What follows belongs to an exercise in optimizing a design on an open flow for small area, a short achievable clock period and few clock cycles; a production flow would make more cautious choices.
In this exercise RTL edits were held to simulation tests only and were not proved equivalent to the original.
Power figures rest on the tool's default switching activity, not on a simulated workload.

==> flow/design.v <==
module icf_pwm_calc (
    input  wire        clk,
    input  wire        rst,
    input  wire        start,
    output reg         ready,
    input  wire [31:0] freq,       
    input  wire [31:0] clkbase,    
    input  wire [31:0] duty,       
    input  wire [31:0] phase,      
    input  wire        geom,       
    output reg         done,
    output wire [31:0] period,
    output wire [31:0] cmpa,
    output wire [31:0] phs
);
    localparam [19:0] MILLION = 20'd1000000;
    localparam [22:0] NEG1M   = 23'h70BDC0;    
    localparam [22:0] NEG2M   = 23'h617B80;    
    reg        s_p1, s_p2, s_div, s_last, s_fin;
    reg [4:0]  cnt;              
    reg [31:0] rf;               
    reg [21:0] rd;               
    reg [21:0] rp;               
    reg        rg;               
    reg        cb_hi, rf_hi;     
    reg [63:0] x;                
    reg        qa, qaq;          
    reg        lq;               
    reg [19:0] r_q, r_h;         
    reg [31:0] g_q, g_h;         
    reg        q_m1, q_two, q_lsb, q_zc;
    reg        h_m1, h_two, h_lsb, h_zc;
    assign period = x[31:0];
    assign cmpa   = g_q;
    assign phs    = g_h;
    wire acc = start & ready;
    wire [31:0] cb     = x[63:32];
    wire        f_low  = rf[31] | (rf[30:10] == 21'd0 && rf[9:0] < 10'd1000);
    wire [30:0] f_cl   = f_low ? 31'd1000 : rf[30:0];
    wire [31:0] d_new  = rg ? {1'b0, f_cl} : {f_cl, 1'b0};
    wire [38:0] m_a  = {cb, 7'd0};
    wire [38:0] m_b  = {7'd0, cb};
    wire [38:0] m_c  = ~{5'd0, cb, 2'd0};
    wire [38:0] m_s  = m_a ^ m_b ^ m_c;
    wire [38:0] m_k  = {(m_a[37:0] & m_b[37:0]) | (m_a[37:0] & m_c[37:0]) | (m_b[37:0] & m_c[37:0]), 1'b0};
    wire [38:0] cb125;
    wire        m_co;
    pfx_add #(39) u_mul (.a(m_s), .b(m_k), .ci(1'b1), .s(cb125), .co(m_co));
    function [4:0] msb32(input [31:0] v, input hi);
        reg [15:0] v4;
        reg [7:0]  v3;
        reg [3:0]  v2;
        reg [1:0]  v1;
        begin
            msb32[4] = hi;               
            v4 = msb32[4] ? v[31:16] : v[15:0];
            msb32[3] = |v4[15:8];
            v3 = msb32[3] ? v4[15:8] : v4[7:0];
            msb32[2] = |v3[7:4];
            v2 = msb32[2] ? v3[7:4] : v3[3:0];
            msb32[1] = |v2[3:2];
            v1 = msb32[1] ? v2[3:2] : v2[1:0];
            msb32[0] = v1[1];
        end
    endfunction
    wire [4:0] m_cb  = msb32(cb, cb_hi);
    wire [4:0] m_rf  = msb32({1'b0, rf[30:0]}, rf_hi);
    wire       f_sm  = rf[31] | (~rf_hi && rf[15:9] == 7'd0);       
    wire [4:0] m_f   = f_sm ? 5'd9 : m_rf;
    wire [6:0] j_raw = {2'd0, m_cb} + {6'd0, rg} + 7'd9 - {2'd0, m_f};
    wire [4:0] j_new = ((~cb_hi & (cb[15:0] == 16'd0)) || j_raw[6]) ? 5'd0 :
                       (j_raw[5]) ? 5'd31 : j_raw[4:0];
    wire        d_neg  = rd[21];
    wire        d_big  = rd[20] || (rd[19:0] > MILLION);
    wire [19:0] dc_new = d_neg ? MILLION : d_big ? 20'd0 : (MILLION - rd[19:0]);
    wire        p_neg  = rp[21];
    wire        p_big  = rp[20] || (rp[19:0] > MILLION);
    wire [19:0] ph_new = p_neg ? 20'd0 : p_big ? MILLION : rp[19:0];
    wire [63:0] x_al = {22'd0, r_q[18:0], r_h, 3'd0} << (~cnt);
    wire [33:0] dv_diff;
    wire        dv_co;
    pfx_add #(34) u_div (.a({1'b0, x[63:31]}), .b(~{2'b0, rf}), .ci(1'b1), .s(dv_diff), .co(dv_co));
    wire        dv_ge   = ~dv_diff[33];
    wire [31:0] dv_rem  = dv_ge ? dv_diff[31:0] : x[62:31];
    wire [63:0] x_step  = {dv_rem, x[30:0], dv_ge};
    wire [31:0] p_out = rg ? (x[31:0] - 32'd1) : x[31:0];
    wire        a   = qa;
    wire [19:0] dcq = rd[19:0];
    wire [19:0] phh = rp[19:0];
    wire [22:0] uq    = {2'b0, r_q, 1'b0};
    wire [22:0] xq    = qaq ? {3'd0, dcq} : 23'd0;
    wire [22:0] sq    = uq + xq;
    wire [22:0] sq_m1 = uq + xq + NEG1M;
    wire [22:0] sq_m2 = uq + xq + NEG2M;
    wire        q_ge1 = ~sq_m1[22];
    wire        q_ge2 = ~sq_m2[22];
    wire [19:0] rq_n  = q_ge2 ? sq_m2[19:0] : q_ge1 ? sq_m1[19:0] : sq[19:0];
    wire        q_dm1 = lq & ~q_ge1;
    wire        q_zc_n = q_dm1 & ~((r_q == 20'd0) & (~qaq | (dcq == 20'd0)));
    wire [22:0] uh    = {2'b0, r_h, 1'b0};
    wire        hn    = lq & ~a;
    wire [22:0] xh    = hn ? {3'b111, ~phh} : (a & ~lq) ? {3'd0, phh} : 23'd0;
    wire [22:0] sh    = uh + xh + {22'd0, hn};
    wire [22:0] sh_m1 = uh + xh + (NEG1M + {22'd0, hn});
    wire [22:0] sh_m2 = uh + xh + (NEG2M + {22'd0, hn});
    wire        h_lt0 = sh[22];
    wire        h_ge1 = ~h_lt0 & ~sh_m1[22];
    wire        h_ge2 = ~h_lt0 & ~sh_m2[22];
    wire [19:0] rh_n  = h_ge2 ? sh_m2[19:0] : h_ge1 ? sh_m1[19:0] : sh[19:0];
    wire        h_zc_n = h_lt0 & ~((r_h == 20'd0) & (phh == MILLION));
    function [31:0] incdec(input [31:0] g, input up, input dn);
        reg [31:0] t;
        reg        c;
        integer i;
        begin
            t = dn ? ~g : g;
            c = up | dn;
            for (i = 0; i < 32; i = i + 1) begin
                incdec[i] = g[i] ^ c;
                c = c & t[i];
            end
        end
    endfunction
    wire [31:0] gq_a  = incdec(g_q, q_two, q_m1);
    wire [31:0] gq_n  = (q_zc & (g_q == 32'd0)) ? 32'd0 : {gq_a[30:0], q_lsb | q_m1};
    wire [31:0] gh_a  = incdec(g_h, h_two, h_m1);
    wire [31:0] gh_n  = (h_zc & (g_h == 32'd0)) ? 32'd0 : {gh_a[30:0], h_lsb | h_m1};
    always @(posedge clk) begin
        if (rst) begin
            ready  <= 1'b1;
            s_p1   <= 1'b0;
            s_p2   <= 1'b0;
            s_div  <= 1'b0;
            s_last <= 1'b0;
            s_fin  <= 1'b0;
            done   <= 1'b0;
        end else begin
            s_p1   <= acc;
            s_p2   <= s_p1;
            s_div  <= s_p2 | (s_div & (cnt != 5'd0));
            s_last <= s_div & (cnt == 5'd0);
            s_fin  <= s_last;
            ready  <= (s_div & (cnt == 5'd0)) | (ready & ~start);
            done   <= s_fin;
        end
    end
    always @(posedge clk) begin
        if (ready) begin
            rf <= freq;
            rd <= {duty[31], duty[30:20] != 11'd0, duty[19:0]};
            rp <= {phase[31], phase[30:20] != 11'd0, phase[19:0]};
            rg <= geom;
            cb_hi <= clkbase[31:16] != 16'd0;
            rf_hi <= freq[30:16] != 15'd0;
        end else if (s_p1) begin
            rf <= d_new;
            rd[19:0] <= dc_new;
            rp[19:0] <= ph_new;
        end
        if (ready)
            x[63:32] <= clkbase;
        else if (s_p2)
            x[63:32] <= x_al[63:32];
        else if (!s_p1)
            x[63:32] <= x_step[63:32];
        if (s_last)
            x[31:0] <= p_out;
        else if (s_p2)
            x[31:0] <= x_al[31:0];
        else if (s_div)
            x[31:0] <= x_step[31:0];
        qa  <= s_div & dv_ge;
        qaq <= dv_ge & ~s_p2;
        lq <= s_div & (cnt == 5'd0) & rg;
        if (s_p1)
            cnt <= j_new;
        else if (s_div)
            cnt <= cnt - 5'd1;
        if (s_p1) begin
            r_q <= {1'b0, cb125[38:20]};
            r_h <= cb125[19:0];
        end else if (s_p2) begin
            r_q <= 20'd0;
            r_h <= 20'd0;
        end else begin
            r_q <= rq_n;
            r_h <= rh_n;
        end
        if (s_p2) begin
            {q_m1, q_two, q_lsb, q_zc} <= 4'd0;
            {h_m1, h_two, h_lsb, h_zc} <= 4'd0;
            g_q <= 32'd0;
            g_h <= 32'd0;
        end else begin
            q_m1  <= q_dm1;
            q_two <= ~lq & q_ge2;
            q_lsb <= lq ? ~(q_ge1 & ~q_ge2) : (q_ge1 & ~q_ge2);
            q_zc  <= q_zc_n;
            h_m1  <= h_lt0;
            h_two <= h_ge2;
            h_lsb <= h_ge1 & ~h_ge2;
            h_zc  <= h_zc_n;
            g_q   <= gq_n;
            g_h   <= gh_n;
        end
    end
endmodule
module pfx_add #(parameter W = 8) (
    input  wire [W-1:0] a,
    input  wire [W-1:0] b,
    input  wire         ci,
    output wire [W-1:0] s,
    output wire         co
);
    reg [W-1:0] g, p, gn, pn;
    integer l, i, j;
    always @* begin
        g = a & b;
        p = a ^ b;
        g[0] = g[0] | (p[0] & ci);
        for (l = 0; (1 << l) < W; l = l + 1) begin
            gn = g;
            pn = p;
            for (i = 0; i < W; i = i + 1)
                if ((i >> l) & 1) begin
                    j = ((i >> l) << l) - 1;
                    gn[i] = g[i] | (p[i] & g[j]);
                    pn[i] = p[i] & p[j];
                end
            g = gn;
            p = pn;
        end
    end
    assign s  = a ^ b ^ {g[W-2:0], ci};
    assign co = g[W-1];
endmodule
Settings: LEC_CHECK=0, CAP_MARGIN=20, CORE_MARGIN=2, CORE_UTILIZATION=65, SLEW_MARGIN=20; clock period 15.0 ns.
standard.sh (not shown) runs the stock make flow with config.mk's settings and CLKGATE_MAP_FILE= SYNTH_SCRIPT=/design/flow/synth_recipe.tcl, a recipe that flattens the netlist after the stock synthesis.
==> flow/flow/run.sh <==
#!/bin/bash
# Standard ORFS layout (the standard.sh, standard synthesis unchanged), with
# timing repair asked to leave a setup slack margin, so that repair_timing works
# on the paths that set the achieved clock period, and plain buf_2 cells for the
# port buffers (every port is still buffered). The SDC is not changed.
set -euo pipefail
export SETUP_SLACK_MARGIN=10.4
export BUFFER_PORTS_ARGS="-buffer_cell sky130_fd_sc_hd__buf_2"
bash standard.sh > orfs_flow.log 2>&1
Testbench counts at the start, summed over its fixed seeds: cycles 16,739.
Edit:
==> flow/flow/run.sh (replaced) <==
#!/bin/bash
# Standard ORFS layout (the standard.sh, standard synthesis unchanged), with
# timing repair asked to leave a setup slack margin, so that repair_timing works
# on the paths that set the achieved clock period. The SDC is not changed.
set -euo pipefail
export SETUP_SLACK_MARGIN=10.4
bash standard.sh > orfs_flow.log 2>&1
CORE_UTILIZATION = 40   (was 65)
After rerunning: Synthesized cell count is unchanged. Setup slack gets worse by 3.8 ps. Hold slack stays flat. Via count drops by 3.5%. Global-route usage came out lower by 14 points. Die area grows by 61%. Count of clock-buffer cells in the layout goes down by 10. Cell count grows by 10%. Clock skew goes up by 12 ps.
Edit:
--- a/flow/flow/run.sh
+++ b/flow/flow/run.sh
@@ -4 +4,2 @@
-# on the paths that set the achieved clock period. The SDC is not changed.
+# on the paths that set the achieved clock period, and plain buf_2 cells for the
+# port buffers (every port is still buffered). The SDC is not changed.
@@ -6 +7,2 @@
-export SETUP_SLACK_MARGIN=10.4
+export SETUP_SLACK_MARGIN=10.8
+export BUFFER_PORTS_ARGS="-buffer_cell sky130_fd_sc_hd__buf_2"
Result: First-iteration DRC count is lower by 2.5%. Clock skew stays flat. Setup slack improves by 94 ps.
Edit:
--- a/flow/flow/run.sh
+++ b/flow/flow/run.sh
@@ -7 +7 @@
-export SETUP_SLACK_MARGIN=10.8
+export SETUP_SLACK_MARGIN=10.4
CORE_UTILIZATION = 55   (was 40)
=>
- The new run finished clean
- design area shrinks by 5.6%
- die area shrinks by 27%
- sequential share of layout area grows by 1.3 points
- worst setup slack improved by 6.3 ps
- clock skew shrinks by 9.2 ps
- power shrinks by 5.3%
- critical path depth shrinks by 4
- global-route usage grows by 6.8 points
- area after synthesis stays the same
- hold slack stays flat
- count of clock-buffer cells in the layout shrinks by 10
Edit:
CORE_UTILIZATION = 40   (was 55)
The new run finished clean.
Hold slack barely changes.
Wire length climbs by 5.3%.
Non-clock buffer count goes up by 16.
Utilization went down by 18 points.
Die area is higher by 37%.

==> port drivers added, routing unchanged <==
The results above use ideal ports. As a check the final layouts listed here were re-extracted and re-timed, cells and wires unchanged.
Step 1 (the two cells are an assumption about what drives the block):
set clk [get_ports {clk}]
set_driving_cell -lib_cell sky130_fd_sc_hd__clkbuf_16 $clk
set_driving_cell -lib_cell sky130_fd_sc_hd__buf_2 [delete_from_list [all_inputs] $clk]
Step 2 moves the port delays by t, midway between the first and last clock arrival at a register: inputs arrive t later, outputs are due t later. That takes back most of the time a late clock gives input paths.
Three values: no drivers, after step 1, after step 2; two values: the first two.
| run | shift t [ns] | slack for setup (ns) | worst setup path after step 2 | cell pins on the clock port's net |
|---|---|---|---|---|
| the first run | 0.633 | 10.430 / 10.430 / 10.430 | register to register | 1 |
| the second run | 0.611 | 10.426 / 10.360 / 10.512 | register to register | 1 |
| the third run | 0.623 | 10.520 / 10.520 / 10.520 | register to register | 1 |
| the fourth run | 0.647 | 10.526 / 10.526 / 10.526 | register to register | 1 |
| the fifth run | 0.616 | 10.505 / 10.505 / 10.505 | register to register | 1 |
After both steps setup and hold are still met in every run listed.
